From an optimization exercise on the open Yosys and OpenROAD flow, aimed at small area; shortcuts taken in it are not production practice.
In this exercise RTL edits were held to simulation tests only and were not proved equivalent to the original.

**design/flow/design.v**
```verilog
module tfg_add #(parameter integer W = 8) (
    input  wire [W-1:0] a,
    input  wire [W-1:0] b,
    input  wire         ci,
    output wire [W-1:0] s,
    output wire         co
);
    wire [W:0] c;
    assign c[0] = ci;
    genvar i;
    generate
        for (i = 0; i < W; i = i + 1) begin : bit_
            assign s[i]   = a[i] ^ b[i] ^ c[i];
            assign c[i+1] = (a[i] & b[i]) | (c[i] & (a[i] ^ b[i]));
        end
    endgenerate
    assign co = c[W];
endmodule
module tfg_inc #(parameter integer W = 8) (
    input  wire [W-1:0] a,
    input  wire         ci,
    output wire [W-1:0] s
);
    wire [W:0] c;
    assign c[0] = ci;
    genvar i;
    generate
        for (i = 0; i < W; i = i + 1) begin : bit_
            assign s[i]   = a[i] ^ c[i];
            assign c[i+1] = a[i] & c[i];
        end
    endgenerate
endmodule
module tfg_ge #(parameter integer W = 8) (
    input  wire [W-1:0] a,
    input  wire [W-1:0] b,
    output wire         ge
);
    wire [W:0] c;
    assign c[0] = 1'b1;
    genvar i;
    generate
        for (i = 0; i < W; i = i + 1) begin : bit_
            assign c[i+1] = (a[i] & ~b[i]) | (c[i] & (a[i] | ~b[i]));
        end
    endgenerate
    assign ge = c[W];
endmodule
module tfg_d25 (input wire [4:0] r, input wire b, output wire q, output wire [4:0] ro);
    assign q = r[4] | (r[3] & r[2] & (r[1] | r[0] | b));
    wire c1 = b & q;
    wire c2 = (r[0] & q) | (c1 & (r[0] ^ q));
    wire c3 = (r[1] & q) | (c2 & (r[1] ^ q));
    wire c4 = r[2] & c3;
    assign ro = {r[3] ^ c4, r[2] ^ c3, r[1] ^ q ^ c2, r[0] ^ q ^ c1, b ^ q};
endmodule
module tfg_mul7 #(parameter integer W = 18) (input wire [W-1:0] x, input wire [6:0] a, output wire [W+6:0] p);
    wire [W+6:0] acc [0:6];
    assign acc[0] = {7'd0, x & {W{a[0]}}};
    genvar k;
    generate for (k = 1; k < 7; k = k + 1) begin : row
        wire [W-1:0] s; wire co;
        tfg_add #(W) add (.a(acc[k-1][k+W-1:k]), .b(x & {W{a[k]}}), .ci(1'b0), .s(s), .co(co));
        if (k < 6) begin : mid
            assign acc[k] = {{(6-k){1'b0}}, co, s, acc[k-1][k-1:0]};
        end else begin : last
            assign acc[k] = {co, s, acc[k-1][k-1:0]};
        end
    end endgenerate
    assign p = acc[6];
endmodule
module tfg_div25 #(parameter integer N = 23) (input wire [N-1:0] x, output wire [N-6:0] q, output wire [4:0] rem);
    wire [4:0] r [0:N-5];
    assign r[N-5] = x[N-1:N-5];
    genvar k;
    generate for (k = N-6; k >= 0; k = k - 1) begin : st
        tfg_d25 d (.r(r[k+1]), .b(x[k]), .q(q[k]), .ro(r[k]));
    end endgenerate
    assign rem = r[0];
endmodule
module tfg_pwmgen (
    input  wire        CLK,
    input  wire        RST,
    input  wire [11:0] BUS_ADDR,
    input  wire [1:0]  BUS_SIZE,
    input  wire        BUS_WE,
    input  wire        BUS_RE,
    input  wire [31:0] BUS_WDATA,
    output reg  [31:0] BUS_RDATA,
    output reg         BUS_ERR,
    input  wire        ENC_A,
    input  wire        ENC_B,
    input  wire        BTN,
    input  wire        SERIAL_FRAME,
    input  wire        TIMEBASE,
    output wire [7:0]  PWM_OUT,
    output wire [7:0]  PWM_OE
);
    reg        tick_run;
    reg [1:0]  tick_div;
    reg        cmd_err;
    reg [1:0]  q_hb, q_tb;      
    reg [3:0]  q_hr, q_tr;      
    reg [2:0]  qb0 [0:10];
    reg [2:0]  qb1 [0:10];
    reg [2:0]  qb2 [0:10];
    reg [2:0]  rot_state;
    reg [1:0]  rot_last;
    reg        btn_last;
    reg        btn_pressed;
    reg [31:0] btn_t0;
    reg [31:0] time_cnt;
    wire [31:0] time_n;
    tfg_inc #(32) u_time (.a(time_cnt), .ci(TIMEBASE), .s(time_n));
    wire [1:0] rot_p    = {ENC_A, ENC_B};
    wire       rot_edge = (rot_p != rot_last);
    reg  [2:0] rot_next;
    reg        rot_cw, rot_ccw;
    always @* begin
        rot_next = 3'd0;
        rot_cw   = 1'b0;
        rot_ccw  = 1'b0;
        case (rot_state)
            3'd0: case (rot_p)
                      2'd1: rot_next = 3'd4;
                      2'd2: rot_next = 3'd2;
                      default: rot_next = 3'd0;
                  endcase
            3'd1: case (rot_p)
                      2'd0: begin rot_next = 3'd0; rot_cw = 1'b1; end
                      2'd1: rot_next = 3'd1;
                      2'd2: rot_next = 3'd0;
                      2'd3: rot_next = 3'd3;
                  endcase
            3'd2: case (rot_p)
                      2'd2: rot_next = 3'd2;
                      2'd3: rot_next = 3'd3;
                      default: rot_next = 3'd0;
                  endcase
            3'd3: case (rot_p)
                      2'd0: rot_next = 3'd0;
                      2'd1: rot_next = 3'd1;
                      2'd2: rot_next = 3'd2;
                      2'd3: rot_next = 3'd3;
                  endcase
            3'd4: case (rot_p)
                      2'd1: rot_next = 3'd4;
                      2'd3: rot_next = 3'd6;
                      default: rot_next = 3'd0;
                  endcase
            3'd5: case (rot_p)
                      2'd0: begin rot_next = 3'd0; rot_ccw = 1'b1; end
                      2'd1: rot_next = 3'd0;
                      2'd2: rot_next = 3'd5;
                      2'd3: rot_next = 3'd6;
                  endcase
            3'd6: case (rot_p)
                      2'd0: rot_next = 3'd0;
                      2'd1: rot_next = 3'd4;
                      2'd2: rot_next = 3'd5;
                      2'd3: rot_next = 3'd6;
                  endcase
            default: rot_next = 3'd0;
        endcase
    end
    wire       rot_push = rot_edge & (rot_cw | rot_ccw);
    wire [2:0] rot_code = rot_cw ? 3'd2 : 3'd1;
    wire        btn_edge = (BTN != btn_last);
    wire [31:0] btn_elapsed;
    wire        btn_nc;
    tfg_add #(32) u_btn (.a(time_n), .b(~btn_t0), .ci(1'b1), .s(btn_elapsed), .co(btn_nc));
    wire        el_hi     = |btn_elapsed[31:6];
    wire        el_ge5    = el_hi | (btn_elapsed[5:0] >= 6'd5);
    wire        el_ge40   = el_hi | (btn_elapsed[5:0] >= 6'd40);
    wire        btn_accept = btn_edge & BTN & el_ge5;
    wire        btn_push   = btn_edge & ~BTN & btn_pressed;
    wire [2:0]  btn_code   = el_ge40 ? 3'd4 : 3'd3;
    wire [6:0] q_dr   = {3'd0, q_hr} - {3'd0, q_tr};
    wire [6:0] q_d    = {q_dr[5:0], 1'b0} + q_dr + {5'd0, q_hb} - {5'd0, q_tb};
    wire [6:0] q_dm   = q_d + 7'd33;
    wire [4:0] qcnt   = q_d[6] ? q_dm[4:0] : q_d[4:0];     
    wire [1:0] nreq   = {1'b0, rot_push} + {1'b0, btn_push} + {1'b0, SERIAL_FRAME};
    wire       sp1    = (qcnt != 5'd31);
    wire       sp2    = (qcnt < 5'd30);
    wire       sp3    = (qcnt < 5'd29);
    wire       acc0   = (nreq != 2'd0) & sp1;
    wire       acc1   = nreq[1] & sp2;
    wire       acc2   = (nreq == 2'd3) & sp3;
    wire [1:0] npush  = {1'b0, acc0} + {1'b0, acc1} + {1'b0, acc2};
    wire [4:0] qcnt_n = qcnt + {3'd0, npush};
    wire [2:0] code0  = rot_push ? rot_code : (btn_push ? btn_code : 3'd5);
    wire [2:0] code1  = (rot_push & btn_push) ? btn_code : 3'd5;
    wire [2:0] hsum   = {1'b0, q_hb} + {1'b0, npush};
    wire       hcy    = (hsum >= 3'd3);
    wire [1:0] q_hb_n = hcy ? hsum[1:0] - 2'd3 : hsum[1:0];
    wire [3:0] q_hr1  = (q_hr == 4'd10) ? 4'd0 : q_hr + 4'd1;
    wire [3:0] q_tr1  = (q_tr == 4'd10) ? 4'd0 : q_tr + 4'd1;
    wire [1:0] bs  [0:2];
    wire [3:0] brow [0:2];
    wire       bwe [0:2];
    wire [2:0] bdat [0:2];
    genvar bq;
    generate
        for (bq = 0; bq < 3; bq = bq + 1) begin : qbank
            wire [2:0] dd = {1'b0, bq[1:0]} + 3'd3 - {1'b0, q_hb};
            assign bs[bq]   = (dd >= 3'd3) ? dd[1:0] - 2'd3 : dd[1:0];
            assign brow[bq] = (bq < q_hb) ? q_hr1 : q_hr;
            assign bwe[bq]  = (bs[bq] == 2'd0) ? acc0 : (bs[bq] == 2'd1) ? acc1 : acc2;
            assign bdat[bq] = (bs[bq] == 2'd0) ? (code0 ^ 3'd5) :
                              (bs[bq] == 2'd1) ? (code1 ^ 3'd5) : 3'd0;
        end
    endgenerate
    reg [2:0] q_tail_code;
    always @* begin
        case (q_tb)
            2'd0:    q_tail_code = qb0[q_tr];
            2'd1:    q_tail_code = qb1[q_tr];
            default: q_tail_code = qb2[q_tr];
        endcase
    end
    wire acc       = BUS_WE | BUS_RE;
    wire acc_legal = (BUS_SIZE == 2'd2) & (BUS_ADDR[1:0] == 2'b00);
    wire wr        = BUS_WE & acc_legal;
    wire rd        = ~BUS_WE & BUS_RE & acc_legal;
    wire cmd_wr    = wr & (BUS_ADDR[11:2] == 10'd0);
    wire [3:0] op  = BUS_WDATA[31:28];
    wire [2:0] cch = BUS_WDATA[27:25];
    wire do_setcfg = cmd_wr & (op == 4'h1);
    wire do_setph  = cmd_wr & (op == 4'h2);
    wire do_setmod = cmd_wr & (op == 4'h3);
    wire do_sync   = cmd_wr & (op == 4'h4);
    wire do_tstop  = cmd_wr & (op == 4'h5);
    wire do_tstart = cmd_wr & (op == 4'h6);
    wire do_clrerr = cmd_wr & (op == 4'h7);
    wire do_rsvd   = cmd_wr & op[3];
    wire q_empty_n = (qcnt_n == 5'd0);
    wire pop       = rd & (BUS_ADDR == 12'h008) & ~q_empty_n;
    wire tick = tick_run & (tick_div == 2'd3);
    reg [1:0]  ch_mode  [0:7];
    reg [11:0] ch_freq  [0:7];
    reg [6:0]  ch_duty  [0:7];
    reg [7:0]  ch_phase [0:7];
    reg [17:0] ch_total [0:7];
    reg [17:0] ch_on    [0:7];
    reg [17:0] ch_off   [0:7];
    reg [17:0] ch_count [0:7];
    reg [7:0]  ch_out;
    reg [7:0]  ch_oe;
    assign PWM_OUT = ch_out;
    assign PWM_OE  = ch_oe;
    wire [17:0] cnt_t [0:7];
    wire [7:0]  out_t;
    genvar g;
    generate
        for (g = 0; g < 8; g = g + 1) begin : chn
            wire pwm = (ch_mode[g] == 2'd1);
            wire ge;
            tfg_ge #(18) u_ge (.a(ch_count[g]), .b(ch_total[g]), .ge(ge));
            wire eq  = ~|(ch_count[g] ^ ch_on[g]);
            wire onz = |ch_on[g];
            wire [17:0] inc;
            wire tmv = tick & pwm;
            tfg_inc #(18) u_inc (.a(ch_count[g]), .ci(tmv), .s(inc));
            assign cnt_t[g] = (tmv & ge) ? 18'd1 : inc;
            assign out_t[g] = ~tick ? ch_out[g] :
                              (ch_mode[g] == 2'd0) ? 1'b0 :
                              ~pwm ? 1'b1 :
                              ge ? (onz | ch_out[g]) :
                              eq ? 1'b0 : ch_out[g];
        end
    endgenerate
    wire [2:0]  sel     = BUS_WE ? cch : BUS_ADDR[7:5];
    wire [7:0]  sel_oh  = 8'd1 << sel;
    reg  [17:0] total_s, cnt_s, on_s;
    reg  [7:0]  phase_s;
    reg  [11:0] freq_s;
    reg  [6:0]  duty_s;
    reg  [1:0]  mode_s;
    reg         oe_s, out_s;
    integer     m;
    always @* begin
        total_s = 18'd0; cnt_s = 18'd0; on_s = 18'd0; phase_s = 8'd0;
        freq_s = 12'd0; duty_s = 7'd0; mode_s = 2'd0; oe_s = 1'b0; out_s = 1'b0;
        for (m = 0; m < 8; m = m + 1) begin
            total_s = total_s | (ch_total[m] & {18{sel_oh[m]}});
            cnt_s   = cnt_s   | (cnt_t[m]    & {18{sel_oh[m]}});
            on_s    = on_s    | (ch_on[m]    & {18{sel_oh[m]}});
            phase_s = phase_s | (ch_phase[m] & {8{sel_oh[m]}});
            freq_s  = freq_s  | (ch_freq[m]  & {12{sel_oh[m]}});
            duty_s  = duty_s  | (ch_duty[m]  & {7{sel_oh[m]}});
            mode_s  = mode_s  | (ch_mode[m]  & {2{sel_oh[m]}});
            oe_s    = oe_s    | (ch_oe[m]    & sel_oh[m]);
            out_s   = out_s   | (out_t[m]    & sel_oh[m]);
        end
    end
    wire [15:0] f_in  = BUS_WDATA[23:8];
    wire [7:0]  d_in  = BUS_WDATA[7:0];
    wire [11:0] cfg_f = (f_in > 16'd4000) ? 12'd4000 : f_in[11:0];
    wire [6:0]  cfg_d = (d_in > 8'd100) ? 7'd100 : d_in[6:0];
    wire signed [7:0] p_in = BUS_WDATA[7:0];
    wire [7:0]  ph_p = (p_in > 8'sd99) ? 8'd99 :
                       (p_in < -8'sd99) ? 8'd157 : p_in;
    wire [6:0]  p_abs  = ph_p[7] ? (7'd0 - ph_p[6:0]) : ph_p[6:0];
    wire [6:0]  po_abs = phase_s[7] ? (7'd0 - phase_s[6:0]) : phase_s[6:0];
    wire [17:0] dv_num = do_setcfg ? 18'd200000 : cnt_s;
    wire [17:0] dv_den = do_setcfg ? {6'd0, cfg_f | {11'd0, (cfg_f == 12'd0)}} : total_s;
    wire [17:0] dv_r [0:18];
    wire [17:0] dv_q;
    assign dv_r[18] = dv_num;
    genvar j;
    generate
        for (j = 17; j >= 0; j = j - 1) begin : drow
            localparam integer W = 18 - j;
            wire [17:0] rin = dv_r[j+1];
            wire [W-1:0] x = rin[17:j];
            wire ok;
            wire [W-1:0] dif;
            wire co;
            tfg_add #(W) sub (.a(x), .b(~dv_den[W-1:0]), .ci(1'b1), .s(dif), .co(co));
            if (W == 18) begin : full
                assign ok = co;
            end else begin : part
                assign ok = co & ~|dv_den[17:W];
            end
            assign dv_q[j] = ok;
            if (j > 0) begin : lo
                assign dv_r[j] = {ok ? dif : x, rin[j-1:0]};
            end else begin : lo0
                assign dv_r[j] = ok ? dif : x;
            end
        end
    endgenerate
    wire [17:0] dv_rem = dv_r[0];
    wire [17:0] t_x = do_setcfg ? dv_q : total_s;
    wire [10:0] t1;
    wire [4:0]  t0r;
    tfg_div25 #(16) u_split (.x(t_x[17:2]), .q(t1), .rem(t0r));
    wire [6:0]  t0 = {t0r, t_x[1:0]};
    wire [6:0]  a1 = do_setcfg ? cfg_d : p_abs;
    wire [6:0]  a2 = po_abs;
    wire [17:0] h1, h2;
    wire [13:0] l1, l2;
    tfg_mul7 #(11) u_h1 (.x(t1), .a(a1), .p(h1));
    tfg_mul7 #(11) u_h2 (.x(t1), .a(a2), .p(h2));
    tfg_mul7 #(7)  u_l1 (.x(t0), .a(a1), .p(l1));
    tfg_mul7 #(7)  u_l2 (.x(t0), .a(a2), .p(l2));
    wire [6:0]  c1, c2;
    wire [4:0]  c1r, c2r;
    tfg_div25 #(12) u_c1 (.x(l1[13:2]), .q(c1), .rem(c1r));
    tfg_div25 #(12) u_c2 (.x(l2[13:2]), .q(c2), .rem(c2r));
    wire [17:0] u1, u2;
    wire        u1c, u2c;
    tfg_add #(18) u_u1 (.a(h1), .b({11'd0, c1}), .ci(1'b0), .s(u1), .co(u1c));
    tfg_add #(18) u_u2 (.a(h2), .b({11'd0, c2}), .ci(1'b0), .s(u2), .co(u2c));
    wire [17:0] ox      = do_setcfg ? u2 : u1;
    wire        n_new   = (do_setcfg ? phase_s[7] : ph_p[7]) & (|ox);
    wire [17:0] off_d;
    wire        off_c;
    tfg_add #(18) u_off (.a(t_x), .b(~ox), .ci(1'b1), .s(off_d), .co(off_c));
    wire [17:0] off_new = n_new ? off_d : ox;
    wire        n_old   = phase_s[7] & (|u2);
    wire [19:0] e;                                    
    wire        e_c;
    tfg_add #(20) u_e (.a({2'b0, off_new}), .b({2'b0, u2} ^ {20{~n_old}}), .ci(~n_old),
                       .s(e), .co(e_c));
    wire [19:0] y;
    wire        y_c;
    tfg_add #(20) u_y (.a({2'b0, dv_rem}), .b(e), .ci(1'b0), .s(y), .co(y_c));
    wire        y_neg = y[19];
    wire        y_ge1, y_ge2;
    tfg_ge #(19) u_g1 (.a(y[18:0]), .b({1'b0, total_s}), .ge(y_ge1));
    tfg_ge #(19) u_g2 (.a(y[18:0]), .b({total_s, 1'b0}), .ge(y_ge2));
    wire        j_m1 = y_neg;
    wire        j_p2 = ~y_neg & y_ge2;
    wire        j_p1 = ~y_neg & y_ge1 & ~y_ge2;
    wire [19:0] yo = j_m1 ? {2'b0, total_s} :
                     j_p1 ? ~{2'b0, total_s} :
                     j_p2 ? ~{1'b0, total_s, 1'b0} : 20'd0;
    wire [19:0] yr;
    wire        yr_c;
    tfg_add #(20) u_yr (.a(y), .b(yo), .ci(j_p1 | j_p2), .s(yr), .co(yr_c));
    wire [2:0]  lhs   = {1'b0, dv_q[1:0]} + {2'b0, j_p1} + {1'b0, j_p2, 1'b0};
    wire [2:0]  rhs   = 3'd1 + {2'b0, n_new} + {2'b0, j_m1};
    wire        kj1   = ~|dv_q[11:2] & (lhs == rhs);
    wire [17:0] ph_cnt = (kj1 & ~|yr[17:0]) ? total_s : yr[17:0];
    reg [31:0] rdata;
    always @* begin
        rdata = 32'd0;
        if (BUS_ADDR[11:8] == 4'h1) begin
            case (BUS_ADDR[4:2])
                3'd0: rdata = {30'd0, mode_s};
                3'd1: rdata = {20'd0, freq_s};
                3'd2: rdata = {25'd0, duty_s};
                3'd3: rdata = {{24{phase_s[7]}}, phase_s};
                3'd4: rdata = {14'd0, total_s};
                3'd5: rdata = {14'd0, on_s};
                3'd6: rdata = {14'd0, cnt_s};
                3'd7: rdata = {30'd0, oe_s, out_s};
            endcase
        end else if (BUS_ADDR[11:8] == 4'h0) begin
            case (BUS_ADDR[7:0])
                8'h04: rdata = {23'd0, qcnt_n, cmd_err,
                                (qcnt_n == 5'd31), q_empty_n, tick_run};
                8'h08: rdata = q_empty_n ? 32'd0 :
                               {1'b1, 28'd0, (qcnt == 5'd0) ? code0 : (q_tail_code ^ 3'd5)};
                8'h0C: rdata = time_n;
                8'h10: rdata = {22'd0, btn_pressed, btn_last, 2'd0, rot_last,
                                1'b0, rot_state};
                8'h14: rdata = btn_t0;
                default: rdata = 32'd0;
            endcase
        end
    end
    wire        nrst      = ~RST;
    wire [11:0] bus_freq  = cfg_f & {12{nrst}};
    wire [6:0]  bus_duty  = cfg_d & {7{nrst}};
    wire [17:0] bus_total = RST ? 18'd200000 : dv_q;
    wire [17:0] bus_on    = u1 & {18{nrst}};
    wire [17:0] bus_off   = off_new & {18{nrst}};
    wire [7:0]  bus_phase = ph_p & {8{nrst}};
    wire [1:0]  bus_mode  = ((BUS_WDATA[1:0] == 2'd3) ? 2'd2 : BUS_WDATA[1:0]) & {2{nrst}};
    wire [17:0] bus_cnt   = ph_cnt & {18{nrst}};
    wire        c_cfg     = do_setcfg & nrst;
    wire        c_ph      = do_setph & nrst;
    wire        c_mod     = do_setmod & nrst;
    wire        c_sync    = do_sync & nrst;
    integer i;
    always @(posedge CLK) begin
        for (i = 0; i < 11; i = i + 1) begin
            if (bwe[0] & (brow[0] == i))
                qb0[i] <= bdat[0];
            if (bwe[1] & (brow[1] == i))
                qb1[i] <= bdat[1];
            if (bwe[2] & (brow[2] == i))
                qb2[i] <= bdat[2];
        end
        BUS_ERR   <= nrst & acc & ~acc_legal;
        BUS_RDATA <= (nrst & rd) ? rdata : 32'd0;
        for (i = 0; i < 8; i = i + 1) begin
            if (RST | (c_cfg & (cch == i))) begin
                ch_freq[i]  <= bus_freq;
                ch_duty[i]  <= bus_duty;
                ch_total[i] <= bus_total;
                ch_on[i]    <= bus_on;
                ch_oe[i]    <= nrst;
            end
            if (RST | ((c_cfg | c_ph) & (cch == i)))
                ch_off[i] <= bus_off;
            if (RST | (c_ph & (cch == i)))
                ch_phase[i] <= bus_phase;
            if (RST | (c_mod & (cch == i)))
                ch_mode[i] <= bus_mode;
            if (c_sync)
                ch_count[i] <= ch_off[i];
            else if (RST | (c_ph & (cch == i)))
                ch_count[i] <= bus_cnt;
            else
                ch_count[i] <= cnt_t[i];
            ch_out[i] <= nrst & out_t[i];
        end
        if (RST) begin
            tick_run    <= 1'b1;
            tick_div    <= 2'd0;
            cmd_err     <= 1'b0;
            q_hb        <= 2'd0;
            q_hr        <= 4'd0;
            q_tb        <= 2'd0;
            q_tr        <= 4'd0;
            rot_state   <= 3'd0;
            rot_last    <= 2'd0;
            btn_last    <= 1'b0;
            btn_pressed <= 1'b0;
            btn_t0      <= 32'd0;
            time_cnt    <= 32'd0;
        end else begin
            time_cnt <= time_n;
            if (rot_edge) begin
                rot_last  <= rot_p;
                rot_state <= rot_next;
            end
            if (btn_edge)
                btn_last <= BTN;
            if (btn_accept) begin
                btn_t0      <= time_n;
                btn_pressed <= 1'b1;
            end
            if (btn_push)
                btn_pressed <= 1'b0;
            q_hb <= q_hb_n;
            if (hcy)
                q_hr <= q_hr1;
            if (pop) begin
                q_tb <= (q_tb == 2'd2) ? 2'd0 : q_tb + 2'd1;
                if (q_tb == 2'd2)
                    q_tr <= q_tr1;
            end
            if (do_sync)
                tick_div <= 2'd0;
            else if (tick_run)
                tick_div <= tick_div + 2'd1;
            if (do_tstop)
                tick_run <= 1'b0;
            if (do_tstart | do_sync)
                tick_run <= 1'b1;
            if (do_clrerr)
                cmd_err <= 1'b0;
            if (do_rsvd)
                cmd_err <= 1'b1;
        end
    end
endmodule
```
**design/flow/flow/run.sh**
```bash
#!/bin/bash
# Own layout flow: the standard ORFS flow (standard.sh) with changes that
# only affect how the layout is built:
#   - after the standard synthesis, the logic outside the arithmetic
#     (outside the input cone of the SET_CONFIG / SET_PHASE result buses) is
#     mapped again with an area-oriented ABC script (flow/remap.ys,
#     flow/abc_remap.script); registers and arithmetic are left as they are,
#   - clock tree synthesis uses clkbuf_8 buffers, clusters of up to 12 sinks
#     within 60 um, and no dummy loads,
#   - the port buffers are buf_1 cells (every port still gets one).
# Each tool writes its full output to a log file in this folder (orfs_*.log,
# remap.log) or in orfs/logs/.
set -euo pipefail
W="$(pwd)"
R="$W/orfs/results/$FLOW_PLATFORM/tfg_pwmgen/base"
LIB="$FLOW_HOME/platforms/$FLOW_PLATFORM/lib/sky130_fd_sc_hd__tt_025C_1v80.lib"
YOSYS="$FLOW_HOME/../tools/install/yosys/bin/yosys"
[ -x "$YOSYS" ] || YOSYS=yosys

# 1. the standard synthesis
bash "$W/standard.sh" synth > "$W/orfs_synth.log" 2>&1

# 2. re-map the logic outside the arithmetic
python3 "$W/flow/mkmap.py" "$LIB" > "$W/remap_cells.v"
DONTUSE=$(grep -o -- '-dont_use [A-Za-z0-9_]*' "$W/orfs/logs/$FLOW_PLATFORM/tfg_pwmgen/base/1_2_yosys.log" | sort -u | tr '\n' ' ')
cp "$R/1_2_yosys.v" "$W/synth_standard.v"
sed -e "s#@LIB@#$LIB#g" -e "s#@IN@#$W/synth_standard.v#g" -e "s#@TOP@#$FLOW_TOP#g" \
    -e "s#@MAP@#$W/remap_cells.v#g" -e "s#@ABC@#$W/flow/abc_remap.script#g" \
    -e "s#@DONTUSE@#$DONTUSE#g" -e "s#@OUT@#$W/synth_remapped.v#g" \
    "$W/flow/remap.ys" > "$W/remap.ys"
"$YOSYS" -s "$W/remap.ys" > "$W/remap.log" 2>&1
cp "$W/synth_remapped.v" "$R/1_2_yosys.v"
rm -f "$R/1_synth.odb" "$R/1_synth.sdc"

# 3. the rest of the standard flow on the re-mapped netlist
bash "$W/standard.sh" \
  "CTS_ARGS=-sink_clustering_enable -repair_clock_nets -dont_use_dummy_load -buf_list sky130_fd_sc_hd__clkbuf_8 -sink_clustering_size 12 -sink_clustering_max_diameter 60" \
  "BUFFER_PORTS_ARGS=-buffer_cell sky130_fd_sc_hd__buf_1" \
  finish > "$W/orfs_make.log" 2>&1
```
**design/flow/flow/abc_remap.script**
```
strash
dc2
dch -f
amap
strash
dc2
dch -f
amap
topo
dnsize
stime -c
```
**design/flow/flow/mkmap.py**
```python
#!/usr/bin/env python3
"""Write a Yosys techmap file that turns each combinational cell of the liberty
into its logic function (from the liberty's function strings).
usage: mkmap.py LIBERTY > map.v"""
import re
import sys

lib = open(sys.argv[1]).read()
out = []
for m in re.finditer(r'\n\s*cell\s*\(\s*"?(\w+)"?\s*\)\s*\{', lib):
    name = m.group(1)
    depth, i = 1, m.end()
    while depth:
        depth += {'{': 1, '}': -1}.get(lib[i], 0)
        i += 1
    body = lib[m.end():i]
    if re.search(r'\b(ff|latch|statetable)\s*\(', body):
        continue
    ins, outs = [], []
    for pn, pb in re.findall(r'\n\s*pin\s*\(\s*"?(\w+)"?\s*\)\s*\{(.*?)\n\s*\}', body, re.S):
        d = re.search(r'direction\s*:\s*"?(\w+)"?', pb)
        if not d:
            continue
        if d.group(1) == 'input':
            ins.append(pn)
        elif d.group(1) == 'output':
            f = re.search(r'function\s*:\s*"([^"]*)"', pb)
            if f:
                outs.append((pn, f.group(1)))
    if not ins or not outs:
        continue

    def conv(f):
        f = f.replace('!', '~').replace('*', '&').replace('+', '|')
        return re.sub(r'(\w|\))\s+(?=[\w~(])', r'\1 & ', f)

    s = f'(* techmap_celltype = "{name}" *)\n'
    s += f"module _map_{name} ({', '.join(ins + [o for o, _ in outs])});\n"
    s += ''.join(f'  input {p};\n' for p in ins)
    for o, f in outs:
        s += f'  output {o};\n  assign {o} = {conv(f)};\n'
    out.append(s + 'endmodule\n')
print('\n'.join(out))
```
**design/flow/flow/remap.ys**
```
# Re-map the logic outside the arithmetic: every combinational cell that is not
# in the input cone of the SET_CONFIG / SET_PHASE result buses (bus_total,
# bus_on, bus_off, bus_cnt). Registers and the arithmetic stay as the standard flow's
# standard synthesis made them.
read_liberty -lib @LIB@
read_verilog @IN@
hierarchy -top @TOP@
opt_clean
select -set ffs t:*df*
select -set arith w:bus_total* w:bus_on* %u w:bus_off* %u w:bus_cnt* %u %ci*:-sky130_fd_sc_hd__edfxtp_1:-sky130_fd_sc_hd__dfxtp_1
select -set rest t:* @ffs %d @arith %d t:sky130_fd_sc_hd__conb_1 %d
tee -o @OUT@.count select -count @rest
techmap -map @MAP@ @rest
select -clear
techmap
opt_clean
abc -script @ABC@ -liberty @LIB@ @DONTUSE@
splitnets
opt_clean -purge
hilomap -singleton -hicell sky130_fd_sc_hd__conb_1 HI -locell sky130_fd_sc_hd__conb_1 LO
insbuf -buf sky130_fd_sc_hd__buf_4 A X
check -assert
tee -o @OUT@.stat stat -liberty @LIB@
write_verilog -noattr -nohex -nodec @OUT@
```
**design/flow/standard.sh**
```bash
#!/bin/bash
# synth_recipe.tcl (not shown) runs the flow's synth.tcl, then flattens the netlist and writes it again
# the make line also repeats each setting of config.mk as NAME=value (left out here)
make -C /OpenROAD-flow-scripts/flow DESIGN_CONFIG=/design/flow/config.mk WORK_HOME=/design/flow/orfs CLKGATE_MAP_FILE= SYNTH_SCRIPT=/design/flow/synth_recipe.tcl "${@:-finish}"
```
**design/flow/config.mk**
```make
export PLATFORM = sky130hd
export DESIGN_NAME = tfg_pwmgen
export DESIGN_NICKNAME = tfg_pwmgen
export VERILOG_FILES = /design/flow/design.v
export SDC_FILE = /design/flow/constraint.sdc
export NUM_CORES = 8
export LEC_CHECK = 0
export ABC_AREA = 1
export CAP_MARGIN = 20
export CORE_MARGIN = 2
export CORE_UTILIZATION = 50
export SLEW_MARGIN = 20
```
**design/flow/constraint.sdc**
```tcl
create_clock -name core_clock -period 200.0 [get_ports {CLK}]
set_input_delay 40.0000 -clock core_clock [delete_from_list [all_inputs] [get_ports {CLK}]]
set_output_delay 40.0000 -clock core_clock [all_outputs]
set_load 0.01 [all_outputs]
```
==> results of run 1 <==
-- final cells by class --
class                   instances  area, um^2  share of cell area (%)
multi-input cells            4969       35000                   47.85
flip-flops and latches       1043       28600                   39.10
inverters                    1149        4317                   5.901
well taps                    1781        2228                   3.046
repair buffers                250        1534                   2.097
clock buffers                 104        1431                   1.957
diodes                         14       35.03                 0.04789
-- critical path: cells and delay by family --
| family | cells | cell delay [ps] |
|---|---|---|
| adder cells (fa/ha/maj) | 209 | 80460 |
| XOR/XNOR | 1 | 190 |
| AO/OA/AOI/OAI | 64 | 15100 |
| buffers and inverters | 57 | 10910 |
| AND/OR/NAND/NOR | 81 | 14480 |
-- worst max-delay path by stage --
stage	to	slack, ps
6_report	ch_count[7][12]	39260
5_1_grt	ch_count[3][11]	31730
4_1_cts	ch_count[3][11]	39670
3_5_place_dp	ch_count[3][11]	38810
3_3_place_gp	ch_count[3][11]	40280
2_1_floorplan	ch_count[0][11]	54300
-- registers in the layout (all words and copies together) (netlist names), 33 cells and up --
| name | flops |
|---|---|
| ch_total | 144 |
| ch_phase | 64 |
| qb0 | 33 |
| ch_freq | 96 |
| ch_count | 144 |
| ch_off | 144 |
| ch_on | 144 |
| ch_duty | 56 |
| qb1 | 33 |
| qb2 | 33 |
-- layer usage --
layer / vias to the layer above / GRT usage [%] / wire [um]
met2: 3404 / 66.64 / 133800
li1: 26000 / - / -
met3: 895 / 11.22 / 31780
met5: - / 0 / 149
met1: 29120 / 50.18 / 107600
met4: 24 / 28.78 / 24400
==> metrics.cfg, run 1 <==
[layout]
drive_above_1_share_pct=5.961
layout_commonest_cell=nand2_1
fillerInstances=12360
final_core_util_pct=54.00
syn2layout_area_growth_pct=7.193
final_cell_mix=970 x nand2_1, 906 x nor2_1, 771 x edfxtp_1
postLayoutCellArea_mm2=0.07315
stdcell_count=9310
fin_nets=8240

[setup_path]
r2r.worst_path.cells=419
reg2reg_slack_ps=76390
r2r-start=tick_run
worstPathRequired_ps=200730
end_kind=register
startpoint=BUS_WE
cpMostUsedCell=fa_1
cp-start-kind=input port
rr_endpoint=ch_count[7][12]
worstSetupPathType=in2reg
crit_path_top_delay_cell=a221oi_1
cp_slowest_stage_delay_ps=980
cp_max_fo=27
arrival_ps=161470

[detailed_routing]
drcViolationCount=0
drt-initial-drc-count=7729
wl_per_cell_um=31.98
routed_wl_um=297700
via_count=59450
avgViaCountPerCell=6.385
first_pass_iters=12
antenna_left=0

[sta]
holdWs_ps=425.5
max_freq_mhz=6.221
period_share_pct=80.37
final-max-slew-violation-count=0
min_period_ps=160740
tightest_slew_ps=1254
setup_tns_ps=0
finalSetupViolCount=0
setup_ws_ps=39260
slew_headroom_pct=16.39
rsz0062_at_grt=false
fin_worst_skew_ps=82.76
hold_viol_final=0

[clock_tree]
cts_hold_buf=0
clock-sinks=1043
cts_made_buffers=104
cts-root-buf=clkbuf_8
post-cts-setup-buffers=0
clock_path_buffers=3
clk_latency_ps=830
clk_pin_slew_ps=90
cts_resized=0
cts_tree=done
cts.htree.levels=3

[grt]
grt_max_degree=155
track_usage_pct=42.07
antenna_found_initial=23
gr-total-overflow=0
grt_pass1_wl_um=415600
grt_pass1_vias=57210

[die]
rows=135
die_h_um=373.4
initial_core_util_pct=50.37
coreArea_mm2=0.1355
die-area_mm2=0.1395
die_x_um=373.4
ios=104

[yosys]
synth_area_mm2=0.06824
syn-mean-instance-area_um2=9.344
netlist_instances=7303
yosys_warnings=27
synth_nets=8026

[worst_hold_path]
min_from=ch_off[4][15]
min_path_type=reg2reg
hold_end=ch_count[4][15]
min_delay_path_depth=1

[placed_design]
gp_congestion=1.075
placed_area_mm2=0.07161
dpl.cell_count=9187
dp_slack_ps=38810
dp_hpwl_um=234500
io_buffers=102

[status]
status=no timing/DRC/antenna violations

[flow_run]
drv_cap=0

==> run 2, diff against run 1 <==
--- a/design/flow/design.v
+++ b/design/flow/design.v
@@ -271,7 +271,7 @@
     endgenerate
     wire [2:0]  sel     = BUS_WE ? cch : BUS_ADDR[7:5];
     wire [7:0]  sel_oh  = 8'd1 << sel;
-    reg  [17:0] total_s, cnt_s, on_s;
+    reg  [17:0] total_s, cnt_r, on_s;
     reg  [7:0]  phase_s;
     reg  [11:0] freq_s;
     reg  [6:0]  duty_s;
@@ -279,11 +279,11 @@
     reg         oe_s, out_s;
     integer     m;
     always @* begin
-        total_s = 18'd0; cnt_s = 18'd0; on_s = 18'd0; phase_s = 8'd0;
+        total_s = 18'd0; cnt_r = 18'd0; on_s = 18'd0; phase_s = 8'd0;
         freq_s = 12'd0; duty_s = 7'd0; mode_s = 2'd0; oe_s = 1'b0; out_s = 1'b0;
         for (m = 0; m < 8; m = m + 1) begin
             total_s = total_s | (ch_total[m] & {18{sel_oh[m]}});
-            cnt_s   = cnt_s   | (cnt_t[m]    & {18{sel_oh[m]}});
+            cnt_r   = cnt_r   | (ch_count[m] & {18{sel_oh[m]}});
             on_s    = on_s    | (ch_on[m]    & {18{sel_oh[m]}});
             phase_s = phase_s | (ch_phase[m] & {8{sel_oh[m]}});
             freq_s  = freq_s  | (ch_freq[m]  & {12{sel_oh[m]}});
@@ -293,6 +293,12 @@
             out_s   = out_s   | (out_t[m]    & sel_oh[m]);
         end
     end
+    wire        ge_s;
+    tfg_ge #(18) u_ge_s (.a(cnt_r), .b(total_s), .ge(ge_s));
+    wire        tmv_s = tick & (mode_s == 2'd1);
+    wire [17:0] inc_s;
+    tfg_inc #(18) u_inc_s (.a(cnt_r), .ci(tmv_s), .s(inc_s));
+    wire [17:0] cnt_s = (tmv_s & ge_s) ? 18'd1 : inc_s;
     wire [15:0] f_in  = BUS_WDATA[23:8];
     wire [7:0]  d_in  = BUS_WDATA[7:0];
     wire [11:0] cfg_f = (f_in > 16'd4000) ? 12'd4000 : f_in[11:0];
==> metrics.cfg, run 2 <==
[placed_design]
io_buffers=102  ; unchanged
gp_congestion=1.088  ; was 1.075
dp_hpwl_um=231900  ; was 234500 um

[clock_tree]
clock-sinks=1043  ; unchanged
cts_resized=0  ; unchanged
cts_hold_buf=0  ; unchanged
clock_path_buffers=3  ; unchanged
clk_latency_ps=860  ; was 830 ps
cts.htree.levels=3  ; unchanged
cts_made_buffers=104  ; unchanged
cts-root-buf=clkbuf_8  ; unchanged
cts_tree=done  ; unchanged
post-cts-setup-buffers=0  ; unchanged
clk_pin_slew_ps=100  ; was 90 ps

[sta]
period_share_pct=81.27  ; was 80.37%
min_period_ps=162540  ; was 160740 ps
fin_worst_skew_ps=79.63  ; was 82.76 ps
hold_viol_final=0  ; unchanged
tightest_slew_ps=1382  ; was 1254 ps
finalSetupViolCount=0  ; unchanged
final-max-slew-violation-count=0  ; unchanged
setup_tns_ps=0  ; unchanged
slew_headroom_pct=7.849  ; was 16.39%
holdWs_ps=412.1  ; was 425.5 ps
rsz0062_at_grt=false  ; unchanged
max_freq_mhz=6.152  ; was 6.221 MHz

[detailed_routing]
first_pass_iters=10  ; was 12
antenna_left=0  ; unchanged
drcViolationCount=0  ; unchanged
avgViaCountPerCell=6.489  ; was 6.385
wl_per_cell_um=32.30  ; was 31.98 um
routed_wl_um=303400  ; was 297700 um
drt-initial-drc-count=8344  ; was 7729
via_count=60950  ; was 59450

[grt]
track_usage_pct=43.48  ; was 42.07%
gr-total-overflow=0  ; unchanged
grt_max_degree=149  ; was 155
grt_pass1_wl_um=421700  ; was 415600 um
grt_pass1_vias=57110  ; was 57210
antenna_found_initial=28  ; was 23

[layout]
fin_nets=8203  ; was 8240
syn2layout_area_growth_pct=7.591  ; was 7.193%
final_core_util_pct=54.02  ; was 54.00%
layout_commonest_cell=nor2_1  ; was nand2_1
final_cell_mix=1093 x nor2_1, 832 x nand2_1, 771 x edfxtp_1  ; was 970 x nand2_1, 906 x nor2_1, 771 x edfxtp_1
drive_above_1_share_pct=6.529  ; was 5.961%

[status]
status=no timing/DRC/antenna violations  ; unchanged

[worst_hold_path]
min_path_type=reg2reg  ; unchanged
min_delay_path_depth=1  ; unchanged

[setup_path]
end_kind=register  ; unchanged
cp_max_fo=30  ; was 27
cp-start-kind=input port  ; unchanged
worstSetupPathType=in2reg  ; unchanged
crit_path_top_delay_cell=o221ai_2  ; was a221oi_1
cp_slowest_stage_delay_ps=1260  ; was 980 ps
arrival_ps=163240  ; was 161470 ps
worstPathRequired_ps=200700  ; was 200730 ps
r2r.worst_path.cells=404  ; was 419
cpMostUsedCell=fa_1  ; unchanged

[yosys]
yosys_warnings=27  ; unchanged
synth_area_mm2=0.06776  ; was 0.06824 mm^2
netlist_instances=7350  ; was 7303
synth_nets=7954  ; was 8026
syn-mean-instance-area_um2=9.219  ; was 9.344 um^2

[die]
initial_core_util_pct=50.21  ; was 50.37%
rows=135  ; unchanged
die_x_um=372.1  ; was 373.4 um
coreArea_mm2=0.1350  ; was 0.1355 mm^2
ios=104  ; unchanged
die_h_um=372.1  ; was 373.4 um
die-area_mm2=0.1385  ; was 0.1395 mm^2

[flow_run]
drv_cap=0  ; unchanged

[run 2: final cells by class]
cell class | count | area [um^2]
repair buffers | 258 | 1583
clock buffers | 104 | 1431
multi-input cells | 5114 | 34970
well taps | 1781 | 2228
fillers | 12470 | 62060
flip-flops and latches | 1043 | 28600
diodes | 15 | 37.54
inverters | 1078 | 4054
[run 2: through the flow]
| step | cells | cell area, um^2 | setup slack, ps |
|---|---|---|---|
| floorplan | 7350 | 67760 | 49990 |
| global placement | 9270 | 71330 | 39150 |
| finish | 9393 | 72900 | 37460 |
| CTS | 9375 | 72770 | 38120 |
| global route | 9380 | 72870 | 30990 |
| detailed placement | 9271 | 71340 | 37540 |
[run 2: worst max-delay path: cells and delay by family]
family | cells | cell delay (ps)
AO/OA/AOI/OAI | 55 | 13300
XOR/XNOR | 1 | 360
adder cells (fa/ha/maj) | 225 | 82590
buffers and inverters | 53 | 11250
multiplexers | 7 | 1980
AND/OR/NAND/NOR | 68 | 13550
[run 2: worst paths after layout]
kind	startpoint	end	slack, ps
hold reg to reg	ch_off[2][0]	ch_count[2][0]	410
hold / removal	ch_off[2][0]	ch_count[2][0]	410
setup / recovery	BUS_WE	ch_count[5][14]	37460
setup reg to reg	ch_mode[2][0]	ch_count[5][14]	78060
[run 2: metal layers]
metal	GRT usage, %	wire [um]
met5	0	169
met3	13.89	38410
met2	64.45	129200
met4	28.97	24250
met1	54.40	111400
==> run 3, diff against run 2 <==
--- a/design/flow/flow/run.sh
+++ b/design/flow/flow/run.sh
@@ -5,6 +5,8 @@
 #     (outside the input cone of the SET_CONFIG / SET_PHASE result buses) is
 #     mapped again with an area-oriented ABC script (flow/remap.ys,
 #     flow/abc_remap.script); registers and arithmetic are left as they are,
+#   - every combinational cell then gets the smallest drive strength of its
+#     family (flow/downsize.py); OpenROAD's repair resizes where needed,
 #   - clock tree synthesis uses clkbuf_8 buffers, clusters of up to 12 sinks
 #     within 60 um, and no dummy loads,
 #   - the port buffers are buf_1 cells (every port still gets one).
@@ -29,7 +31,8 @@
     -e "s#@DONTUSE@#$DONTUSE#g" -e "s#@OUT@#$W/synth_remapped.v#g" \
     "$W/flow/remap.ys" > "$W/remap.ys"
 "$YOSYS" -s "$W/remap.ys" > "$W/remap.log" 2>&1
-cp "$W/synth_remapped.v" "$R/1_2_yosys.v"
+python3 "$W/flow/downsize.py" "$LIB" "$W/synth_remapped.v" "$W/synth_downsized.v" > "$W/downsize.log" 2>&1
+cp "$W/synth_downsized.v" "$R/1_2_yosys.v"
 rm -f "$R/1_synth.odb" "$R/1_synth.sdc"
 
 # 3. the rest of the standard flow on the re-mapped netlist
==> design/flow/flow/downsize.py (new file) <==
#!/usr/bin/env python3
"""Give every combinational cell of a netlist the smallest drive strength of its
family (sky130_fd_sc_hd__<family>_<drive>); registers are left as they are.
OpenROAD's repair then resizes or buffers where the layout needs it.
usage: downsize.py LIBERTY IN.v OUT.v"""
import re
import sys

lib = open(sys.argv[1]).read()
area = {m.group(1): float(m.group(2)) for m in re.finditer(
    r'\n\s*cell\s*\(\s*"?(\w+)"?\s*\)\s*\{.*?area\s*:\s*([\d.]+)', lib, re.S)}
dont = set(sys.argv[4:])
fam = {}
for c, a in area.items():
    m = re.match(r'(sky130_fd_sc_hd__[a-z0-9]+?)_(\d+)$', c)
    if m and c not in dont:
        fam.setdefault(m.group(1), []).append((a, int(m.group(2)), c))
smallest = {f: sorted(v)[0][2] for f, v in fam.items()}
seq = re.compile(r'df|dl|sdf|edf|buf|clk|conb|tap|fill|decap|diode')
text = open(sys.argv[2]).read()

def swap(m):
    c = m.group(1)
    f = re.match(r'(sky130_fd_sc_hd__[a-z0-9]+?)_(\d+)$', c)
    if not f or seq.search(f.group(1)):
        return m.group(0)
    return m.group(0).replace(c, smallest.get(f.group(1), c), 1)

open(sys.argv[3], 'w').write(re.sub(r'^\s*(sky130_fd_sc_hd__\w+)\s', swap, text, flags=re.M))
==> metrics.cfg, run 3 <==
[status]
status=no timing/DRC/antenna violations  ; unchanged

[worst_hold_path]
min_from=ch_off[6][9]  ; was ch_off[2][0]
min_path_type=reg2reg  ; unchanged
hold_end=ch_count[6][9]  ; was ch_count[2][0]
min_delay_path_depth=1  ; unchanged

[yosys]
synth_area_mm2=0.06718  ; was 0.06776 mm^2
syn-mean-instance-area_um2=9.140  ; was 9.219 um^2
netlist_instances=7350  ; unchanged
synth_nets=7954  ; unchanged
yosys_warnings=27  ; unchanged

[sta]
finalSetupViolCount=0  ; unchanged
min_period_ps=165420  ; was 162540 ps
slew_headroom_pct=4.556  ; was 7.849%
hold_viol_final=0  ; unchanged
rsz0062_at_grt=false  ; unchanged
period_share_pct=82.71  ; was 81.27%
setup_tns_ps=0  ; unchanged
fin_worst_skew_ps=89.11  ; was 79.63 ps
final-max-slew-violation-count=0  ; unchanged
tightest_slew_ps=1420  ; was 1382 ps
setup_ws_ps=34580  ; was 37460 ps
max_freq_mhz=6.045  ; was 6.152 MHz

[grt]
track_usage_pct=43.61  ; was 43.48%
antenna_found_initial=18  ; was 28
grt_max_degree=82  ; was 149
grt_pass1_vias=56710  ; was 57110
grt_pass1_wl_um=420300  ; was 421700 um
gr-total-overflow=0  ; unchanged

[layout]
syn2layout_area_growth_pct=7.735  ; was 7.591%
drive_above_1_share_pct=4.600  ; was 6.529%
layout_commonest_cell=nor2_1  ; unchanged
fin_nets=8215  ; was 8203
final_cell_mix=1110 x nor2_1, 853 x nand2_1, 771 x edfxtp_1  ; was 1093 x nor2_1, 832 x nand2_1, 771 x edfxtp_1
fillerInstances=12460  ; was 12470

[placed_design]
dp_hpwl_um=230300  ; was 231900 um
io_buffers=102  ; unchanged
gp_congestion=1.116  ; was 1.088
dp_slack_ps=35090  ; was 37540 ps

[clock_tree]
post-cts-setup-buffers=0  ; unchanged
clk_latency_ps=850  ; was 860 ps
clock_path_buffers=3  ; unchanged
clock-sinks=1043  ; unchanged
cts.htree.levels=3  ; unchanged
cts_made_buffers=105  ; was 104
cts-root-buf=clkbuf_8  ; unchanged
clk_pin_slew_ps=90  ; was 100 ps
cts_hold_buf=0  ; unchanged
cts_tree=done  ; unchanged
cts_resized=0  ; unchanged

[setup_path]
arrival_ps=166150  ; was 163240 ps
worstSetupPathType=in2reg  ; unchanged
cp-start-kind=input port  ; unchanged
r2r-start=ch_mode[4][0]  ; was ch_mode[2][0]
cpMostUsedCell=fa_1  ; unchanged
crit_path_top_delay_cell=o221ai_1  ; was o221ai_2
end_kind=register  ; unchanged
path_buf_inv=57  ; was 53
path_delay_family=adder cells  ; unchanged
cp_max_fo=41  ; was 30
cp_slowest_stage_delay_ps=1190  ; was 1260 ps
reg2reg_slack_ps=75900  ; was 78060 ps
rr_endpoint=ch_count[0][1]  ; was ch_count[5][14]
worstPathRequired_ps=200720  ; was 200700 ps
r2r.worst_path.cells=409  ; was 404

[detailed_routing]
routed_wl_um=303000  ; was 303400 um
via_count=60780  ; was 60950
wl_per_cell_um=32.29  ; was 32.30 um
drcViolationCount=0  ; unchanged
antenna_left=0  ; unchanged
first_pass_iters=10  ; unchanged
avgViaCountPerCell=6.477  ; was 6.489
drt-initial-drc-count=9407  ; was 8344

[die]
die-area_mm2=0.1373  ; was 0.1385 mm^2
coreArea_mm2=0.1335  ; was 0.1350 mm^2
ios=104  ; unchanged
die_h_um=370.6  ; was 372.1 um
initial_core_util_pct=50.34  ; was 50.21%
rows=134  ; was 135
die_x_um=370.6  ; was 372.1 um

[flow_run]
drv_cap=0  ; unchanged

-- run 3: worst register-to-register path: cells and delay by family (launching register included) --
| family | cells | cell delay, ps |
|---|---|---|
| compound gates | 52 | 12650 |
| fa+ha+maj | 226 | 82470 |
| buf+inv | 52 | 11710 |
| simple gates | 70 | 14420 |
| flops | 1 | 440 |
| mux | 7 | 2030 |
| xor+xnor | 2 | 340 |
-- run 3: per-layer routing --
| metal | vias to the layer above | part of all wire (%) | global-route usage, % |
|---|---|---|---|
| li1 | 26420 | - | - |
| met2 | 3924 | 42 | 63.97 |
| met5 | - | 0.032 | 0 |
| met4 | 14 | 7.8 | 27.89 |
| met3 | 940 | 13 | 14.17 |
| met1 | 29480 | 37 | 55.51 |
-- run 3: worst max path at each step --
stage / from / endpoint / slack, ps / depth (start not counted)
5_1_grt: BUS_WE / ch_count[6][14] / 28210 / 413
2_1_floorplan: BUS_WE / ch_count[6][10] / 49460 / 412
6_report: BUS_WE / ch_count[0][1] / 34580 / 416
3_3_place_gp: BUS_WE / ch_count[5][14] / 36510 / 414
4_1_cts: BUS_WE / ch_count[3][14] / 35770 / 414
3_5_place_dp: BUS_WE / ch_count[6][14] / 35090 / 414
-- run 3: cell type report --
class	instances	area (um^2)	share of cell area [%]
antenna	7	17.52	0.02420
clock buffer	105	1445	1.997
inverter	1078	4050	5.596
multi-input combinational	5114	34400	47.53
sequential	1043	28600	39.51
tap	1768	2212	3.056
timing repair buffer	269	1658	2.291
-- run 3: per-stage QoR --
step / cells / utilization (%) / cell area [um^2] / hold slack, ps
2_1_floorplan: 7350 / - / 67180 / 434.0
3_3_place_gp: 9270 / 53.08 / 70850 / 435.5
3_5_place_dp: 9271 / 53.09 / 70860 / 441.2
4_1_cts: 9376 / 54.18 / 72300 / 420.6
5_1_grt: 9379 / 54.22 / 72370 / 431.9
6_report: 9384 / 54.23 / 72380 / 433.0
==> run 4, diff against run 3 <==
--- a/design/flow/config.mk
+++ b/design/flow/config.mk
@@ -8,5 +8,5 @@
 export ABC_AREA = 1
 export CAP_MARGIN = 20
 export CORE_MARGIN = 2
-export CORE_UTILIZATION = 50
+export CORE_UTILIZATION = 62
 export SLEW_MARGIN = 20
==> metrics.cfg, run 4 <==
[sta]
max_freq_mhz=6.028  ; was 6.045 MHz
hold_viol_final=0  ; unchanged
setup_tns_ps=0  ; unchanged
finalSetupViolCount=0  ; unchanged
min_period_ps=165890  ; was 165420 ps
slew_headroom_pct=8.327  ; was 4.556%
tightest_slew_ps=1375  ; was 1420 ps
final-max-slew-violation-count=0  ; unchanged
rsz0062_at_grt=false  ; unchanged
fin_worst_skew_ps=114.4  ; was 89.11 ps
period_share_pct=82.95  ; was 82.71%

[clock_tree]
cts-root-buf=clkbuf_8  ; unchanged
clk_latency_ps=830  ; was 850 ps
cts_hold_buf=0  ; unchanged
cts_tree=done  ; unchanged
cts_made_buffers=100  ; was 105
cts_resized=0  ; unchanged
post-cts-setup-buffers=0  ; unchanged
cts.htree.levels=3  ; unchanged
clock-sinks=1043  ; unchanged
clock_path_buffers=3  ; unchanged
clk_pin_slew_ps=90  ; about the same

[layout]
final_cell_mix=1108 x nor2_1, 853 x nand2_1, 771 x edfxtp_1  ; was 1110 x nor2_1, 853 x nand2_1, 771 x edfxtp_1
final_core_util_pct=66.96  ; was 54.23%
fin_nets=8191  ; was 8215
layout_commonest_cell=nor2_1  ; unchanged
drive_above_1_share_pct=4.166  ; was 4.600%
syn2layout_area_growth_pct=6.852  ; was 7.735%

[grt]
antenna_found_initial=43  ; was 18
grt_pass1_vias=60300  ; was 56710
grt_max_degree=149  ; was 82
track_usage_pct=52.66  ; was 43.61%
gr-total-overflow=0  ; unchanged
grt_pass1_wl_um=414900  ; was 420300 um

[detailed_routing]
via_count=64200  ; was 60780
wl_met1_um=96170  ; was 111500 um
maxUsedRoutingLayer=met5  ; unchanged
drt-initial-drc-count=12020  ; was 9407
wl_per_cell_um=32.89  ; was 32.29 um
drcViolationCount=0  ; unchanged
antenna_left=0  ; unchanged
routed_wl_um=296500  ; was 303000 um
avgViaCountPerCell=7.122  ; was 6.477
first_pass_iters=12  ; was 10
route.met2.wl_um=120500  ; was 127100 um
wl_met3_um=50490  ; was 40600 um

[die]
coreArea_mm2=0.1072  ; was 0.1335 mm^2
die_h_um=333.2  ; was 370.6 um
initial_core_util_pct=62.67  ; was 50.34%
rows=120  ; was 134
die_x_um=333.2  ; was 370.6 um
die-area_mm2=0.1110  ; was 0.1373 mm^2
ios=104  ; unchanged

[yosys]
syn-mean-instance-area_um2=9.140  ; unchanged
yosys_warnings=27  ; unchanged
synth_area_mm2=0.06718  ; unchanged
synth_nets=7954  ; unchanged
netlist_instances=7350  ; unchanged

[setup_path]
path_buf_inv=54  ; was 57
cp-start-kind=input port  ; unchanged
cp_max_fo=37  ; was 41
worstSetupPathType=in2reg  ; unchanged
cp_slowest_stage_delay_ps=1210  ; was 1190 ps
arrival_ps=166510  ; was 166150 ps
crit_path_top_delay_cell=o221ai_1  ; unchanged
worstPathRequired_ps=200620  ; was 200720 ps
path_delay_family=adder cells  ; unchanged
cpMostUsedCell=fa_1  ; unchanged
end_kind=register  ; unchanged

[flow_run]
drv_cap=0  ; unchanged

[placed_design]
gp_congestion=1.121  ; was 1.116
dp_hpwl_um=220100  ; was 230300 um
io_buffers=102  ; unchanged

[status]
status=no timing/DRC/antenna violations  ; unchanged

[worst_hold_path]
min_path_type=reg2reg  ; unchanged

[run 4: worst register-to-register path, delay by kind of cell (launching register included)]
kind	cells	cell delay [ps]
AOI/OAI and AO/OA	54	13030
buffers and inverters	49	10430
muxes	8	2430
and+or+nand+nor	65	13360
adders and majority gates	227	84550
DFF	1	560
xor gates and xnor gates	1	210
[run 4: worst paths after layout]
kind / startpoint / to / slack, ps / cells after the start
max: BUS_WE / ch_count[1][6] / 34110 / 412
min: ch_off[4][2] / ch_count[4][2] / 390 / 1
max reg2reg: ch_mode[0][0] / ch_count[1][6] / 75230 / 404
min reg2reg: ch_off[4][2] / ch_count[4][2] / 390 / 1
[run 4: layout make-up]
class	count	area (um^2)
flip-flops and latches	1043	28600
clock buffers	100	1376
repair buffers	250	1569
diodes	26	65.06
well taps	1403	1755
fillers	8434	35420
inverters	1078	4049
multi-input cells	5114	34370
[run 4: metal layers]
metal  vias up  GRT usage, %
met5         -         1.129
met4        36         38.15
met3      1690         23.71
met2      5933         75.38
met1     30130         62.70
li1      26410             -
[run 4: through the flow]
step                cells  setup slack (ps)  hold slack [ps]  area, um^2
finish               9014             34110            393.4       71790
global route         8992             28580            422.9       71730
CTS                  8983             35680            400.0       71610
detailed placement   8883             35090            437.5       70230
global placement     8880             37310            435.0       70170
floorplan            7350             49460            434.0       67180
==> run 5, diff against run 4 <==
--- a/design/flow/flow/run.sh
+++ b/design/flow/flow/run.sh
@@ -7,8 +7,8 @@
 #     flow/abc_remap.script); registers and arithmetic are left as they are,
 #   - every combinational cell then gets the smallest drive strength of its
 #     family (flow/downsize.py); OpenROAD's repair resizes where needed,
-#   - clock tree synthesis uses clkbuf_8 buffers, clusters of up to 12 sinks
-#     within 60 um, and no dummy loads,
+#   - clock tree synthesis uses clkbuf_16 buffers, clusters of up to 20 sinks
+#     within 90 um, and no dummy loads,
 #   - the port buffers are buf_1 cells (every port still gets one).
 # Each tool writes its full output to a log file in this folder (orfs_*.log,
 # remap.log) or in orfs/logs/.
@@ -37,6 +37,6 @@
 
 # 3. the rest of the standard flow on the re-mapped netlist
 bash "$W/standard.sh" \
-  "CTS_ARGS=-sink_clustering_enable -repair_clock_nets -dont_use_dummy_load -buf_list sky130_fd_sc_hd__clkbuf_8 -sink_clustering_size 12 -sink_clustering_max_diameter 60" \
+  "CTS_ARGS=-sink_clustering_enable -repair_clock_nets -dont_use_dummy_load -buf_list sky130_fd_sc_hd__clkbuf_16 -sink_clustering_size 20 -sink_clustering_max_diameter 90" \
   "BUFFER_PORTS_ARGS=-buffer_cell sky130_fd_sc_hd__buf_1" \
   finish > "$W/orfs_make.log" 2>&1
--- a/design/flow/config.mk
+++ b/design/flow/config.mk
@@ -8,5 +8,5 @@
 export ABC_AREA = 1
 export CAP_MARGIN = 20
 export CORE_MARGIN = 2
-export CORE_UTILIZATION = 62
+export CORE_UTILIZATION = 50
 export SLEW_MARGIN = 20
==> metrics.cfg, run 5 <==
[setup_path]
cp_slowest_stage_delay_ps=1230  ; was 1210 ps
cpMostUsedCell=fa_1  ; unchanged
cp-start-kind=input port  ; unchanged
r2r.worst_path.cells=409  ; was 404
reg2reg_slack_ps=75870  ; was 75230 ps
crit_path_top_delay_cell=o221ai_1  ; unchanged
worstPathRequired_ps=200600  ; was 200620 ps
rr_endpoint=ch_count[6][1]  ; was ch_count[1][6]
worstSetupPathType=in2reg  ; unchanged
end_kind=register  ; unchanged
arrival_ps=166160  ; was 166510 ps
r2r-start=ch_mode[4][0]  ; was ch_mode[0][0]
cp_max_fo=41  ; was 37

[yosys]
yosys_warnings=27  ; unchanged
synth_nets=7954  ; unchanged
netlist_instances=7350  ; unchanged
synth_area_mm2=0.06718  ; unchanged
syn-mean-instance-area_um2=9.140  ; unchanged

[clock_tree]
cts_resized=0  ; unchanged
cts_made_buffers=58  ; was 100
cts.htree.levels=2  ; was 3
cts_hold_buf=0  ; unchanged
clk_latency_ps=710  ; was 830 ps
clock_path_buffers=3  ; unchanged
clk_pin_slew_ps=100  ; was 90 ps
post-cts-setup-buffers=0  ; unchanged
cts_tree=done  ; unchanged
clock-sinks=1043  ; unchanged
cts-root-buf=clkbuf_16  ; was clkbuf_8

[detailed_routing]
maxUsedRoutingLayer=met5  ; unchanged
via_count=60730  ; was 64200
avgViaCountPerCell=6.497  ; was 7.122
wl_met3_um=39110  ; was 50490 um
drt-initial-drc-count=9411  ; was 12020
wl_per_cell_um=32.32  ; was 32.89 um
route.met2.wl_um=126600  ; was 120500 um
first_pass_iters=9  ; was 12
wl_met1_um=112300  ; was 96170 um
drcViolationCount=0  ; unchanged
antenna_left=0  ; unchanged
routed_wl_um=302100  ; was 296500 um

[die]
die_x_um=370.6  ; was 333.2 um
rows=134  ; was 120
coreArea_mm2=0.1335  ; was 0.1072 mm^2
ios=104  ; unchanged
die-area_mm2=0.1373  ; was 0.1110 mm^2
die_h_um=370.6  ; was 333.2 um
initial_core_util_pct=50.34  ; was 62.67%

[layout]
syn2layout_area_growth_pct=7.790  ; was 6.852%
stdcell_count=9347  ; was 9014
final_cell_mix=1110 x nor2_1, 853 x nand2_1, 771 x edfxtp_1  ; was 1108 x nor2_1, 853 x nand2_1, 771 x edfxtp_1
drive_above_1_share_pct=3.994  ; was 4.166%
fin_nets=8168  ; was 8191
layout_commonest_cell=nor2_1  ; unchanged

[grt]
grt_pass1_vias=56170  ; was 60300
grt_pass1_wl_um=418300  ; was 414900 um
gr-total-overflow=0  ; unchanged
grt_max_degree=82  ; was 149
track_usage_pct=43.32  ; was 52.66%
antenna_found_initial=16  ; was 43

[flow_run]
drv_cap=0  ; unchanged

[sta]
max_freq_mhz=6.040  ; was 6.028 MHz
rsz0062_at_grt=false  ; unchanged
slew_headroom_pct=8.000  ; was 8.327%
min_period_ps=165560  ; was 165890 ps
period_share_pct=82.78  ; was 82.95%
setup_tns_ps=0  ; unchanged
tightest_slew_ps=1369  ; was 1375 ps
hold_viol_final=0  ; unchanged
fin_worst_skew_ps=52.96  ; was 114.4 ps
finalSetupViolCount=0  ; unchanged
final-max-slew-violation-count=0  ; unchanged

[status]
status=no timing/DRC/antenna violations  ; unchanged

[placed_design]
gp_congestion=1.116  ; was 1.121
dpl.cell_count=9271  ; was 8883
io_buffers=102  ; unchanged
dp_hpwl_um=230300  ; was 220100 um

[worst_hold_path]
min_from=ch_off[1][10]  ; was ch_off[4][2]
min_delay_path_depth=1  ; unchanged
hold_end=ch_count[1][10]  ; was ch_count[4][2]
min_path_type=reg2reg  ; unchanged

run 5: how the worst max path moves through the flow:
stage	startpoint	to	slack [ps]	cells past startpoint
after floorplan	BUS_WE	ch_count[6][10]	49460	412
after global placement	BUS_WE	ch_count[5][14]	36510	414
after detailed placement	BUS_WE	ch_count[6][14]	35090	414
after CTS	BUS_WE	ch_count[6][14]	35620	414
after global routing	BUS_WE	ch_count[0][15]	28080	413
final	BUS_WE	ch_count[6][1]	34440	416
run 5: final cells by class:
type | instances | area, um^2
multi-input combinational | 5114 | 34400
sequential | 1043 | 28600
tap | 1768 | 2212
inverter | 1078 | 4050
timing repair buffer | 269 | 1658
antenna | 17 | 42.54
clock buffer | 58 | 1451
fill | 12400 | 61040
run 5: per-layer routing:
layer  vias up  GRT usage, %
met5         -        0.4545
met4        10         26.65
met3       892         13.78
met2      3958         63.97
met1     29500         55.35
li1      26370             -
run 5: critical path, delay by kind of cell:
kind	cells	cell delay (ps)
AO/OA/AOI/OAI	51	12480
XOR/XNOR	2	330
adder cells (fa/ha/maj)	224	81230
buffers and inverters	57	14170
multiplexers	7	2020
AND/OR/NAND/NOR	75	15620
run 5: through the flow:
step           instance area, um^2  hold slack, ps  setup WS (ps)  util (%)
3_3_place_gp                 70850           435.5          36510     53.08
4_1_cts                      72310           453.4          35620     54.18
5_1_grt                      72370           474.0          28080     54.23
2_1_floorplan                67180           434.0          49460         -
6_report                     72420           454.3          34440     54.26
3_5_place_dp                 70860           441.2          35090     53.09

## what the ideal ports hide
How much do the figures lean on ideal ports? The routed layouts below were timed once more, with nothing changed but the port constraints. Step 1: set_driving_cell puts a clkbuf_16 on CLK and a buf_2 on each other input, an assumption about the parent block. Step 2 times the ports against the registers' clock, not the clock port: input delays grow and output delays shrink by t, the midpoint of the rising clock arrivals with the driver on. Slacks: ideal / step 1 / step 2; pairs: ideal / step 1.
| run | t (ns) | setup slack, ns | worst setup path after step 2 | clock arrival spread, ns | cell pins on the clock port's net |
|---|---|---|---|---|---|
| run 1 | 0.854 | 39.257 / 39.296 / 38.442 | input to register | 0.083 / 0.084 | 1 |
| run 2 | 0.885 | 37.463 / 37.508 / 36.622 | input to register | 0.080 / 0.079 | 1 |
| run 3 | 0.871 | 34.576 / 34.614 / 33.742 | input to register | 0.089 / 0.089 | 1 |
| run 4 | 0.842 | 34.108 / 34.133 / 33.291 | input to register | 0.115 / 0.116 | 1 |
| run 5 | 0.754 | 34.443 / 34.486 / 33.732 | input to register | 0.053 / 0.053 | 1 |
After both steps every run listed still meets setup and hold. For run 2, which loses most, drivers alone change the setup slack by +0.045 ns; drivers and shift together by -0.841 ns.
